What follows belongs to an exercise in optimizing a design on an open flow for small area; a production flow would make more cautious choices. Only simulation tests tie the RTL to the original design; equivalence was not proved. The flow treats the clock pin as an ideal source, which a real chip does not have. Power is estimated from default activity; no workload was simulated.

==> flow/design.v <==
module hdu_popcount32 (
    input  wire [31:0] v,
    output reg  [5:0]  count
);
    integer i;
    always @* begin
        count = 6'd0;
        for (i = 0; i < 32; i = i + 1)
            count = count + {5'd0, v[i]};
    end
endmodule
module hdu_top (
    input  wire        clk,
    input  wire        rst,         
    input  wire        in_valid,
    output reg         in_ready,
    input  wire [31:0] in_cmd,
    input  wire [31:0] in_opa,
    input  wire [31:0] in_opb,
    output reg         out_valid,
    output wire [31:0] out_result,
    output wire [31:0] out_status
);
    localparam [31:0] E_OQ = 32'he077ae6c;    
    localparam [31:0] E_B0 = 32'h000009af;
    localparam [31:0] E_B1 = 32'h00007650;
    reg        cfg_valid;
    reg        cfg_mod;
    reg [5:0]  cfg_thresh;
    reg [5:0]  val;           
    wire       tag = val[5] & val[4];
    reg        hit;
    reg [2:0]  cause;
    wire       fault = |cause;
    reg [4:0]  js;            
    reg [2:0]  pi;            
    reg [3:0]  best;          
    reg [3:0]  bidx;          
    wire [4:0] j      = js ^ 5'b01111;
    wire       jfirst = js == 5'b00000;
    wire       jlast  = js == 5'b10000;
    wire [4:0] js_nx  = {js[3:0], js[4] ^ js[2] ^ (js[3:0] == 4'd0)};
    function [31:0] chip_of;
        input       m;
        input [3:0] s;
        begin
            if (!m) chip_of = s[0] ? E_B1 : E_B0;
            else    chip_of = ({E_OQ, E_OQ} >> {s[2:0], 2'b00}) & 32'h7fffffff
                              ^ (s[3] ? 32'h7fffffff : 32'd0);
        end
    endfunction
    assign out_result = tag ? chip_of(cfg_mod, val[3:0]) : {26'd0, val};
    assign out_status = {fault, 11'd0, 1'b0, cause, 2'd0, cfg_thresh, 5'd0,
                         cfg_mod, cfg_valid, hit};
    wire [3:0] op     = in_cmd[3:0];
    wire       rsv_ok = ~|in_cmd[31:4];
    wire       is_hd  = rsv_ok && op == 4'h1;
    wire       is_cfg = rsv_ok && op == 4'h2;
    wire       is_enc = rsv_ok && op == 4'h3;
    wire       is_dec = rsv_ok && op == 4'h4;
    wire       fa     = best[0];
    wire       fb     = best[1];
    wire       illegal  = !(is_hd | is_cfg | is_enc | is_dec);
    wire       not_cfgd = (is_enc | is_dec) && !cfg_valid;
    reg  [2:0] code;
    always @* begin
        code = 3'd0;
        if (illegal)                                 code = 3'd1;
        else if (is_cfg && fa)                       code = 3'd2;
        else if (is_cfg && (fb || (in_opa[0] && in_opb[5] && (|in_opb[4:0]))))
                                                     code = 3'd3;
        else if (not_cfgd)                           code = 3'd4;
        else if (is_enc && fa)                       code = 3'd5;
    end
    wire       live   = !fault && code == 3'd0;    
    wire       go     = in_valid & ~in_ready;      
    wire       accept = in_valid & in_ready;
    wire       cbit   = cfg_mod ? E_OQ[{j[4:2] + pi, j[1:0]}]
                                : (pi[0] ? E_B1[j] : E_B0[j]);
    wire       oa     = in_opa[j];
    wire       ob     = in_opb[j];
    wire       x      = oa ^ (is_hd ? ob : cbit);
    wire       chk_run = go && (is_cfg || is_enc);
    wire       a_lim4  = is_enc && cfg_mod;
    wire       a_in    = oa && (a_lim4 ? (|j[4:2]) : (|j));
    wire       b_in    = ob && (in_opa[0] ? ((|j[4:3]) || (j[2] && j[1])) : (|j[4:2]));
    wire       hd_run  = go && !fault && is_hd;
    wire       dec_run = go && !fault && is_dec && cfg_valid;
    wire       dec_beg = dec_run && jfirst && pi == 3'd0;
    wire       thr_big = cfg_thresh[5] | cfg_thresh[4];
    wire       h       = val[4];
    wire [3:0] dd      = val[3:0] ^ {4{h}};
    wire       cin     = hit ? (h | ~bidx[3]) : (in_opa[31] & ~thr_big);
    wire       better  = ({1'b0, dd} + {4'd0, cin}) <= {1'b0, best};
    wire       upd     = dec_run && jlast && better && (cfg_mod || !h);
    wire [2:0] lastp   = is_dec ? (cfg_mod ? 3'd7 : 3'd1) : 3'd0;
    wire       quick   = fault || illegal || not_cfgd;
    always @(posedge clk) begin
        if (dec_beg) begin
            best <= thr_big ? 4'hf : cfg_thresh[3:0];
            bidx <= 4'd0;
        end else if (upd) begin
            best <= dd;
            bidx <= {h, pi};
        end else if (chk_run) begin
            best[0] <= (jfirst ? 1'b0 : best[0]) | a_in;
            best[1] <= (jfirst ? 1'b0 : best[1]) | b_in;
        end
        if (rst) begin
            cfg_valid  <= 1'b0;
            cfg_mod    <= 1'b0;
            cfg_thresh <= 6'd0;
            val        <= 6'd0;
            hit        <= 1'b0;
            cause      <= 3'd0;
            js         <= 5'd0;
            pi         <= 3'd0;
            in_ready   <= 1'b0;
            out_valid  <= 1'b0;
        end else begin
            out_valid <= accept;
            if (in_ready) begin
                js <= 5'd0;
                pi <= 3'd0;
            end else if (go) begin
                js <= js_nx;
                if (jlast)
                    pi <= pi + 3'd1;
            end
            if (go && (quick || (jlast && pi == lastp)))
                in_ready <= 1'b1;
            if (accept)
                in_ready <= 1'b0;
            if (hd_run || (dec_run && !jlast))
                val <= (jfirst ? 6'd0 : val) + {5'd0, x};
            if (dec_beg)
                hit <= 1'b0;
            else if (upd)
                hit <= 1'b1;
            if (hd_run)
                hit <= 1'b0;
            if (accept) begin
                if (!fault && code != 3'd0)
                    cause <= code;
                if (live && is_dec)
                    val <= {2'b00, bidx};
                if (live && is_cfg) begin
                    cfg_valid  <= 1'b1;
                    cfg_mod    <= in_opa[0];
                    cfg_thresh <= in_opb[5:0];
                    val        <= 6'd0;
                    hit        <= 1'b0;
                end
                if (live && is_enc) begin
                    val <= {2'b11, in_opa[3:0]};
                    hit <= 1'b0;
                end
            end
        end
    end
endmodule
export LEC_CHECK = 0
export CAP_MARGIN = 20
export CORE_MARGIN = 2
export CORE_UTILIZATION = 40
export GPL_TIMING_DRIVEN = 0
export SLEW_MARGIN = 20
create_clock -name core_clock -period 44.0 [get_ports {clk}]
standard.sh (not shown) runs the stock make flow with config.mk's settings and CLKGATE_MAP_FILE= SYNTH_SCRIPT=/design/flow/synth_recipe.tcl, a recipe that flattens the netlist after the stock synthesis.
==> flow/flow/run.sh <==
#!/bin/bash
# Layout flow: the standard ORFS flow, with
#  - synthesis: the standard synthesis script, but with no adder cells and an
#    area-oriented abc step (flow/abc_area.tcl); registers are unchanged;
#  - buf_1 port buffers, synthesis buffers removed, a small clock tree
#    (flow/post_cts.tcl).
set -euo pipefail
W=$PWD
export FLOW_WORK=$W
export ABC_SEEDS="1 2 3 4 5 6 7 8 9 10"
{ head -n 1 synth_recipe.tcl
  cat flow/abc_area.tcl
  tail -n +2 synth_recipe.tcl; } > flow_synth.tcl
export BUFFER_PORTS_ARGS="-buffer_cell sky130_fd_sc_hd__buf_1"
export REMOVE_ABC_BUFFERS=1
export SKIP_REPAIR_TIE_FANOUT=1
export CTS_ARGS="-sink_clustering_enable -repair_clock_nets -buf_list {sky130_fd_sc_hd__clkbuf_8} -dont_use_dummy_load"
# after CTS, each clock buffer is downsized while the clock-pin slew stays low
export POST_CTS_TCL=$W/flow/post_cts.tcl
export CLOCK_BUF_CELLS="sky130_fd_sc_hd__clkbuf_2 sky130_fd_sc_hd__clkbuf_4 sky130_fd_sc_hd__clkbuf_8"
export CLOCK_SLEW_LIMIT=0.110
bash standard.sh SYNTH_SCRIPT=$W/flow_synth.tcl ADDER_MAP_FILE= > make_flow.log 2>&1
Other scripts of this flow, unchanged in this note and not shown: flow/flow/abc_area.tcl, flow/flow/area.abc.in, flow/flow/post_cts.tcl
==> next run, changes <==
--- a/flow/design.v
+++ b/flow/design.v
@@ -56,57 +56,47 @@
     wire       rsv_ok = ~|in_cmd[31:4];
     wire       is_hd  = rsv_ok && op == 4'h1;
     wire       is_cfg = rsv_ok && op == 4'h2;
     wire       is_enc = rsv_ok && op == 4'h3;
     wire       is_dec = rsv_ok && op == 4'h4;
-    wire       fa     = best[0];
-    wire       fb     = best[1];
-    wire       illegal  = !(is_hd | is_cfg | is_enc | is_dec);
-    wire       not_cfgd = (is_enc | is_dec) && !cfg_valid;
+    wire       a_hi   = |in_opa[31:4];
+    wire       a_gt1  = a_hi | (|in_opa[3:1]);
+    wire       b_gt15 = |in_opb[31:4];
+    wire       b_gt32 = (|in_opb[31:6]) | (in_opb[5] & (|in_opb[4:0]));
     reg  [2:0] code;
     always @* begin
         code = 3'd0;
-        if (illegal)                                 code = 3'd1;
-        else if (is_cfg && fa)                       code = 3'd2;
-        else if (is_cfg && (fb || (in_opa[0] && in_opb[5] && (|in_opb[4:0]))))
-                                                     code = 3'd3;
-        else if (not_cfgd)                           code = 3'd4;
-        else if (is_enc && fa)                       code = 3'd5;
+        if (!(is_hd | is_cfg | is_enc | is_dec))     code = 3'd1;
+        else if (is_cfg && a_gt1)                    code = 3'd2;
+        else if (is_cfg && (in_opa[0] ? b_gt32 : b_gt15)) code = 3'd3;
+        else if ((is_enc | is_dec) && !cfg_valid)    code = 3'd4;
+        else if (is_enc && (cfg_mod ? a_hi : a_gt1)) code = 3'd5;
     end
     wire       live   = !fault && code == 3'd0;    
     wire       go     = in_valid & ~in_ready;      
     wire       accept = in_valid & in_ready;
     wire       cbit   = cfg_mod ? E_OQ[{j[4:2] + pi, j[1:0]}]
                                 : (pi[0] ? E_B1[j] : E_B0[j]);
-    wire       oa     = in_opa[j];
-    wire       ob     = in_opb[j];
-    wire       x      = oa ^ (is_hd ? ob : cbit);
-    wire       chk_run = go && (is_cfg || is_enc);
-    wire       a_lim4  = is_enc && cfg_mod;
-    wire       a_in    = oa && (a_lim4 ? (|j[4:2]) : (|j));
-    wire       b_in    = ob && (in_opa[0] ? ((|j[4:3]) || (j[2] && j[1])) : (|j[4:2]));
+    wire       x      = in_opa[j] ^ (is_hd ? in_opb[j] : cbit);
     wire       hd_run  = go && !fault && is_hd;
     wire       dec_run = go && !fault && is_dec && cfg_valid;
     wire       dec_beg = dec_run && jfirst && pi == 3'd0;
     wire       thr_big = cfg_thresh[5] | cfg_thresh[4];
     wire       h       = val[4];
     wire [3:0] dd      = val[3:0] ^ {4{h}};
     wire       cin     = hit ? (h | ~bidx[3]) : (in_opa[31] & ~thr_big);
     wire       better  = ({1'b0, dd} + {4'd0, cin}) <= {1'b0, best};
     wire       upd     = dec_run && jlast && better && (cfg_mod || !h);
     wire [2:0] lastp   = is_dec ? (cfg_mod ? 3'd7 : 3'd1) : 3'd0;
-    wire       quick   = fault || illegal || not_cfgd;
+    wire       quick   = !live || is_cfg || is_enc;
     always @(posedge clk) begin
         if (dec_beg) begin
             best <= thr_big ? 4'hf : cfg_thresh[3:0];
             bidx <= 4'd0;
         end else if (upd) begin
             best <= dd;
             bidx <= {h, pi};
-        end else if (chk_run) begin
-            best[0] <= (jfirst ? 1'b0 : best[0]) | a_in;
-            best[1] <= (jfirst ? 1'b0 : best[1]) | b_in;
         end
         if (rst) begin
             cfg_valid  <= 1'b0;
             cfg_mod    <= 1'b0;
             cfg_thresh <= 6'd0;
Outcome: Critical path depth increases by 2. Power increases by 1.9%. Core utilization increases by 0.20 points. Design area increases by 1.5%. Via count increases by 3.0%. Final cell count increases by 2.4%. Clock skew decreases by 5.0 ps. Global-route usage increases by 3.0 points. Count of clock-buffer cells in the layout does not change.

-- separate check: timing with driven ports --
The flow's constraints put no driver on any port. The routed layouts listed below were extracted and timed again, unchanged, in two steps. Step 1, drivers: a clkbuf_16 drives clk and a buf_2 each remaining input, both assumed. Step 2 times the ports against the registers' clock, not the clock port: input delays grow and output delays shrink by t, the midpoint of the rising clock arrivals with the driver on. Three values: ideal ports, drivers, drivers and shift; two values: the first two.
run | shift t [ns] | slack for setup (ns) | hold slack, ns | slew at the worst register clock pin (ns) | worst data-port slew with drivers (ns)
the first run | 0.376 | 32.099 / 32.071 / 31.931 | 0.472 / 0.472 / 0.472 | 0.11 / 0.11 | 0.04
the second run | 0.387 | 31.744 / 31.715 / 32.101 | 0.483 / 0.483 / 0.483 | 0.10 / 0.10 | 0.04
After both steps every run listed still meets setup and hold. For the first run, which loses most, drivers alone change the setup slack by -0.028 ns; drivers and shift together by -0.168 ns.
